Context: an optimization exercise on an open-source flow, tuned for small area, a short achievable clock period and few clock cycles. The choices shown serve that exercise and are no tape-out recipe.
RTL that was checked went through simulation tests only; none was proved equivalent to the original.

== raven ==
// oac_core
module oac_core (
    input  wire        clk,
    input  wire        rst,           
    input  wire [31:0] stack_init,    
    output reg         mem_req,
    output reg         mem_we,
    output reg  [6:0]  mem_addr,
    output wire [31:0] mem_wdata,
    input  wire        mem_ready,
    input  wire [31:0] mem_rdata,
    output wire        halted,
    output wire        faulted,
    output reg  [2:0]  fault_kind,
    output wire [31:0] fault_value,
    output wire [31:0] fault_addr,
    input  wire [3:0]  dbg_idx,
    output wire [31:0] dbg_data
);
For scale: about 2800 cells after synthesis, roughly 300 flip-flops, about 21000 um^2 of cells after synthesis.
make LEC_CHECK=0 CAP_MARGIN=20 CORE_MARGIN=2 CORE_UTILIZATION=40 SETUP_SLACK_MARGIN=5 SLEW_MARGIN=20 finish   # period 12.0 ns
run.sh (not shown) runs the stock make flow with config.mk's settings and CLKGATE_MAP_FILE= SYNTH_SCRIPT=/design/flow/synth_recipe.tcl, a recipe that flattens the netlist after the stock synthesis.
Changes in cedar relative to raven:
--- a/flow/design.v
+++ b/flow/design.v
@@ -279,24 +279,23 @@
                             state <= S_FAULT; fault_kind <= K_BADREG; ffetch <= 1'b0;
                         end else if (is_jc) begin
                             pc <= pc1; state <= S_O3;
                         end else if (w_is4) begin
                             state <= S_EXW;
                         end else begin
                             pc <= pc1; state <= S_F; exk <= X_ALU;
                         end
                     end
                     S_O3: if (done) begin
-                        if (taken) begin
-                            pc <= w[7:0]; pcbig <= (w[31:8] != 24'd0); t <= w;
-                        end else
-                            pc <= pc1;
+                        t     <= w;
+                        pc    <= taken ? w[7:0] : pc1;
+                        pcbig <= taken & (w[31:8] != 24'd0);
                         state <= S_F;
                     end
                     S_SAVE: if (done) state <= S_M1;
                     S_M1: if (done) begin
                         m7 <= w[6:0];
                         t  <= (is_mrm & ~w_oob) ? res : w;
                         if (w_oob) begin
                             state <= S_FAULT; fault_kind <= K_OOB; ffetch <= 1'b0;
                         end else if (is_mr) begin
                             pc <= pc1; state <= S_MRD;
@@ -316,30 +315,33 @@
                     S_PUSH: if (done) begin
                         pc    <= res[7:0];                 
                         pcbig <= (res[31:8] != 24'd0);
                         exk   <= X_DEC8;
                         state <= S_F;
                     end
                     S_POP1: begin
                         t     <= res;
                         state <= S_POP2;
                     end
-                    S_POP2: if (~lt) begin
-                        state <= S_FV; fault_kind <= K_UNDERFLOW;
-                    end else if (~p_ok) begin
-                        state <= S_FV; fault_kind <= K_OOB;
-                    end else if (done) begin
-                        pc    <= w[7:0];
-                        pcbig <= (w[31:8] != 24'd0);
-                        t     <= w;
-                        exk   <= X_INC8;
-                        state <= S_F;
+                    S_POP2: begin
+                        if (done) begin
+                            pc    <= w[7:0];
+                            pcbig <= (w[31:8] != 24'd0);
+                            t     <= w;
+                            exk   <= X_INC8;
+                        end
+                        if (~lt) begin
+                            state <= S_FV; fault_kind <= K_UNDERFLOW;
+                        end else if (~p_ok) begin
+                            state <= S_FV; fault_kind <= K_OOB;
+                        end else if (done)
+                            state <= S_F;
                     end
                     S_FV: begin
                         t <= res; state <= S_FAULT; ffetch <= 1'b0;
                     end
                     S_EXW: begin
                         t <= res; state <= S_FIX;
                     end
                     S_FIX: begin
                         pc    <= res[7:0];
                         pcbig <= (res[31:8] != 24'd0);
### Flow results
- Result for raven and cedar: all clean
- Of the two values seen for launch point of the critical path, dbg_idx[1] was produced by cedar and dbg_idx[0] by raven.
- raven → cedar: worst setup slack after layout rose by 120 ps, largest driver fanout on the critical path fell by 2, arrival time of data at the critical path endpoint rose by 120 ps.
Function was not checked in any run of this note: the RTL went through the layout flow alone.


Another version of the RTL of oac_core (not shown whole).
For scale: ~300 flip-flops.
Settings: LEC_CHECK=0, CAP_MARGIN=20, CORE_MARGIN=2, CORE_UTILIZATION=40, SETUP_SLACK_MARGIN=5, SLEW_MARGIN=20; clock period 12.0 ns.
standard.sh (not shown) runs the stock make flow with config.mk's settings and CLKGATE_MAP_FILE= SYNTH_SCRIPT=/design/flow/synth_recipe.tcl, a recipe that flattens the netlist after the stock synthesis.
==> flow/flow/run.sh <==
#!/bin/bash
# Standard layout, with plain buf_1 cells as the port buffers (ORFS otherwise
# picks clkdlybuf4s50_1, a slow delay cell). Each ORFS step keeps its own log
# under orfs/logs; make's output goes to flow_make.log.
set -euo pipefail
bash standard.sh "BUFFER_PORTS_ARGS=-buffer_cell sky130_fd_sc_hd__buf_1" finish > flow_make.log 2>&1
Rerun with:
--- a/flow/design.v
+++ b/flow/design.v
@@ -98,16 +98,14 @@
         endcase
     end
     reg zp, ip, iq, cin;
     reg [1:0] qs;              
     wire [31:0] alu_p = zp ? 32'd0 : (pv ^ {32{ip}});
     wire [31:0] alu_q = (qs == 2'd1) ? t : (qs == 2'd2) ? w : (qs == 2'd3) ? stack_init : 32'd0;
-    wire [31:0] alu_b = alu_q ^ {32{iq}};
-    wire [31:0] res   = alu_p + alu_b + {31'd0, cin};
-    wire        res_z = cin ? (~(alu_p ^ alu_b) == {alu_p[30:0] & alu_b[30:0], 1'b0})
-                            : ( (alu_p ^ alu_b) == {alu_p[30:0] | alu_b[30:0], 1'b0});
+    wire [31:0] res   = alu_p + (alu_q ^ {32{iq}}) + {31'd0, cin};
+    wire        res_z = (res == 32'd0);
     wire        res_n = res[31];
     wire        lt    = res_n ^ ((pv[31] ^ t[31]) & (res_n ^ pv[31]));    
     wire taken = (opc == 5'd17) ?  res_z :
                  (opc == 5'd18) ? ~res_z :
                  (opc == 5'd19) ? (~res_z & ~res_n) : res_n;
     reg        fault_now;
After rerunning: Global-route usage goes up by 1.0 points. Die area goes down by a few percent. Register-to-register slack gets better by 0.02 ns. Critical path depth goes down by 13. Design area goes down by a few percent. Non-clock buffer count goes up by 4. Fmax barely changes. Synthesized area goes down by a few percent. Sequential share of layout area goes up by 1.1 points. Hold slack gets better by 0.038 ns. Clock-buffer cell count goes up by 4.
No functional check of the RTL was part of any run of this note.


run A:
Another version of the RTL of oac_core (not shown whole).
For scale: roughly 310 flip-flops, ~210 I/O pins, about 0.019 mm² of cells after synthesis.
==> flow/config.mk <==
export PLATFORM = sky130hd
export DESIGN_NAME = oac_core
export DESIGN_NICKNAME = oac_core
export VERILOG_FILES = /design/flow/design.v
export SDC_FILE = /design/flow/constraint.sdc
export NUM_CORES = 4
export LEC_CHECK = 0
export CAP_MARGIN = 20
export CORE_MARGIN = 2
export CORE_UTILIZATION = 40
export SETUP_SLACK_MARGIN = 5
export SLEW_MARGIN = 20
==> flow/constraint.sdc <==
create_clock -name core_clock -period 12.0 [get_ports {clk}]
set_input_delay 2.4000 -clock core_clock [delete_from_list [all_inputs] [get_ports {clk}]]
set_output_delay 2.4000 -clock core_clock [all_outputs]
set_load 0.01 [all_outputs]
Scripts as last shown in full above: flow/flow/run.sh
Relative to run A, the following input files were edited for run B:
--- a/flow/design.v
+++ b/flow/design.v
@@ -54,38 +54,51 @@
     wire w_mr     = (w[4:0] == 5'd2) | (w[4:0] == 5'd6) | (w[4:0] == 5'd10);
     wire w_ret    = (w[4:0] == 5'd22);
     wire w_is4    = (w[3:0] == 4'd4);
     wire [7:0] pcx = tk ? t[7:0] : pc;                   
     wire pc_oob   = tk ? (t[31:7] != 25'd0) : pc[7];
     wire st_oob   = (st[31:7] != 25'd0);
     wire p_ok     = (&st) | (~st_oob & ~(&st[6:0]));    
     wire [7:0] pc1 = pcx + 8'd1;
     wire [7:0] pc2 = pc + 8'd2;
     wire jcond = (opc[0] ? fl[0] : fl[1]);               
     wire vf    = (state == S_O1) & is_jzn & ~pc[7] & ~jcond;
     wire fetch = (state == S_F) | vf;
-    wire        hlt = (state == S_HALT);
-    assign dbg_data = pv;
+    reg  [31:0] dbg_r;
+    always @(*) begin
+        case (dbg_idx)
+            4'd0: dbg_r = r0;
+            4'd1: dbg_r = r1;
+            4'd2: dbg_r = r2;
+            4'd3: dbg_r = r3;
+            4'd4: dbg_r = {24'd0, pc};
+            4'd5: dbg_r = t;
+            4'd6: dbg_r = fl;
+            4'd7: dbg_r = sb;
+            default: dbg_r = st;
+        endcase
+    end
+    assign dbg_data = dbg_r;
     wire        fpc = (state == S_FAULT) & fph[1];     
     wire [1:0]  k = (state == S_FAULT) ? 2'd0 : c_inc ? 2'd1 : is_jc ? 2'd3 : 2'd2;
     wire [7:0]  pc_stmt = {1'b0, a} + {6'd0, k};        
     reg  [31:0] pv;
     always @(*) begin
-        case (hlt ? dbg_idx : ridx)
+        case (ridx)
             4'd0: pv = r0;
             4'd1: pv = r1;
             4'd2: pv = r2;
             4'd3: pv = r3;
-            4'd4: pv = {24'd0, (fpc | hlt) ? pc : pc_stmt};
-            4'd5: pv = hlt ? t : {27'd0, opc};
+            4'd4: pv = {24'd0, (fpc) ? pc : pc_stmt};
+            4'd5: pv = {27'd0, opc};
             4'd6: pv = fl;
             4'd7: pv = sb;
             default: pv = st;
         endcase
     end
     assign fault_value = t;
     assign fault_addr  = sb;
     reg zp, ip, iq, cin;
     reg [1:0] qs;              
     wire [31:0] alu_p = zp ? 32'd0 : (pv ^ {32{ip}});
     wire [31:0] alu_q = (qs == 2'd1) ? t : (qs == 2'd2) ? w : (qs == 2'd3) ? stack_init : 32'd0;
     wire [31:0] alu_b = alu_q ^ {32{iq}};
### Flow results
- Run B: full flow OK, the timing, DRC and antenna checks passed
- Of run A and run B, the run reporting the higher proportion of synthesized area in mux cells was run B.
- Looking at core utilization across run A and run B, the one that comes out lower is run B.
- Mean number of vias per cell (run B over run A): increase, 0.073
- Changes observed in run B relative to run A: worst setup slack saw an increase, peak per-stage delay on the critical path saw an increase.
- Row global routing usage on met3: run B higher / run A lower
- Per the comparison of run B with run A, cell depth of the worst setup path has decreased; worst hold margin has decreased.
- Summary of run B over run A: standard cell core area increased 0.0032 mm², routed wire length increased about 11%, total number of multi-input combinational cells increased about 9%.
Testbench counts of run B, summed over its fixed seeds: cycles 40,193.
Function not checked in run A: the RTL went through the layout flow alone.


RTL: one of the versions met above, not the one the previous note started from.
Size: ~2100 cells after synthesis, roughly 310 flip-flops, about 210 I/O pins, roughly 21000 µm² of cells after synthesis.
clock: 12.0 ns
lec_check: 0
cap_margin: 20
core_margin: 2
core_utilization: 40
cts_buf_list: sky130_fd_sc_hd__clkbuf_4
setup_slack_margin: 5
slew_margin: 20
tns_end_percent: 0
==> flow/flow/run.sh <==
#!/bin/bash
# Standard layout, with plain buf_1 cells as the port buffers (ORFS otherwise
# picks clkdlybuf4s50_1, a slow delay cell), and timing repair aiming at a setup slack of 7 ns. Each ORFS step keeps its
# own log under orfs/logs; make's output goes to flow_make.log.
set -euo pipefail
bash standard.sh "BUFFER_PORTS_ARGS=-buffer_cell sky130_fd_sc_hd__buf_1" "SETUP_SLACK_MARGIN=7" finish > flow_make.log 2>&1
The first run produced a clean layout.
Testbench counts at the start, summed over its fixed seeds: cycles 40,193.
Edit:
--- a/flow/design.v
+++ b/flow/design.v
@@ -58,57 +58,45 @@
     wire pc_oob   = tk ? (t[31:7] != 25'd0) : pc[7];
     wire st_oob   = (st[31:7] != 25'd0);
     wire p_ok     = (&st) | (~st_oob & ~(&st[6:0]));    
     wire [7:0] pc1 = pcx + 8'd1;
     wire [7:0] pc2 = pc + 8'd2;
     wire jcond = (opc[0] ? fl[0] : fl[1]);               
     wire vf    = (state == S_O1) & is_jzn & ~pc[7] & ~jcond;
     wire fetch = (state == S_F) | vf;
-    reg  [31:0] dbg_r;
-    always @(*) begin
-        case (dbg_idx)
-            4'd0: dbg_r = r0;
-            4'd1: dbg_r = r1;
-            4'd2: dbg_r = r2;
-            4'd3: dbg_r = r3;
-            4'd4: dbg_r = {24'd0, pc};
-            4'd5: dbg_r = t;
-            4'd6: dbg_r = fl;
-            4'd7: dbg_r = sb;
-            default: dbg_r = st;
-        endcase
-    end
-    assign dbg_data = dbg_r;
+    wire        hlt = (state == S_HALT);
+    assign dbg_data = pv;
     wire        fpc = (state == S_FAULT) & fph[1];     
     wire [1:0]  k = (state == S_FAULT) ? 2'd0 : c_inc ? 2'd1 : is_jc ? 2'd3 : 2'd2;
     wire [7:0]  pc_stmt = {1'b0, a} + {6'd0, k};        
     reg  [31:0] pv;
     always @(*) begin
-        case (ridx)
+        case (hlt ? dbg_idx : ridx)
             4'd0: pv = r0;
             4'd1: pv = r1;
             4'd2: pv = r2;
             4'd3: pv = r3;
-            4'd4: pv = {24'd0, (fpc) ? pc : pc_stmt};
-            4'd5: pv = {27'd0, opc};
+            4'd4: pv = {24'd0, (fpc | hlt) ? pc : pc_stmt};
+            4'd5: pv = hlt ? t : {27'd0, opc};
             4'd6: pv = fl;
             4'd7: pv = sb;
             default: pv = st;
         endcase
     end
     assign fault_value = t;
     assign fault_addr  = sb;
     reg zp, ip, iq, cin;
     reg [1:0] qs;              
     wire [31:0] alu_p = zp ? 32'd0 : (pv ^ {32{ip}});
     wire [31:0] alu_q = (qs == 2'd1) ? t : (qs == 2'd2) ? w : (qs == 2'd3) ? stack_init : 32'd0;
     wire [31:0] alu_b = alu_q ^ {32{iq}};
     wire [31:0] res   = alu_p + alu_b + {31'd0, cin};
-    wire        res_z = (res == 32'd0);
+    wire        res_z = cin ? (~(alu_p ^ alu_b) == {alu_p[30:0] & alu_b[30:0], 1'b0})
+                            : ( (alu_p ^ alu_b) == {alu_p[30:0] | alu_b[30:0], 1'b0});
     wire        res_n = res[31];
     wire        lt    = res_n ^ ((pv[31] ^ t[31]) & (res_n ^ pv[31]));    
     wire taken = (opc == 5'd17) ?  res_z :
                  (opc == 5'd18) ? ~res_z :
                  (opc == 5'd19) ? (~res_z & ~res_n) : res_n;
     reg        fault_now;
     reg        fv_st;         
     reg [2:0]  fk_now;
Synthesized cell count drops slightly.
Hold slack gets better by 6.5 ps.
Utilization came out lower by 0.31 points.
Cell area decreases slightly.
Area after synthesis hardly moves.
Global-route usage went down by 3.4 points.
Via count came out lower by roughly a tenth.
Function not checked in the second run of this note: the RTL went through the layout flow alone.

==> separate check: timing with driven ports <==
No port has a modelled driver above. Below, the same layouts with a new extraction and two added sets of constraints. Step 1: set_driving_cell puts a clkbuf_16 on clk and a buf_2 on each other input, an assumption about the parent block. Step 2 also shifts input and output timing later by t, the mid clock arrival at the registers, as if the neighbouring blocks saw the same clock. Three values: ideal, step 1, step 2; two values: the first two.
run | t, ns | setup WS [ns] | worst slew at a driven data input, ns
raven | 0.637 | 4.102 / 4.116 / 3.479 | 0.08
cedar | 0.645 | 4.226 / 4.251 / 3.606 | 0.12
the first run of note 2 | 0.625 | 4.989 / 4.989 / 4.442 | 0.06
the second run of note 2 | 0.645 | 5.005 / 4.942 / 4.491 | 0.06
run A | 0.626 | 4.757 / 4.757 / 4.131 | 0.08
run B | 0.639 | 5.040 / 5.017 / 4.821 | 0.04
the first run of note 4 | 0.875 | 5.622 / 5.575 / 4.875 | 0.06
the second run of note 4 | 0.879 | 5.332 / 5.312 / 4.519 | 0.05
After both steps every run listed still meets setup and hold. For the second run of note 4, which loses most, drivers alone change the setup slack by -0.020 ns; drivers and shift together by -0.813 ns.
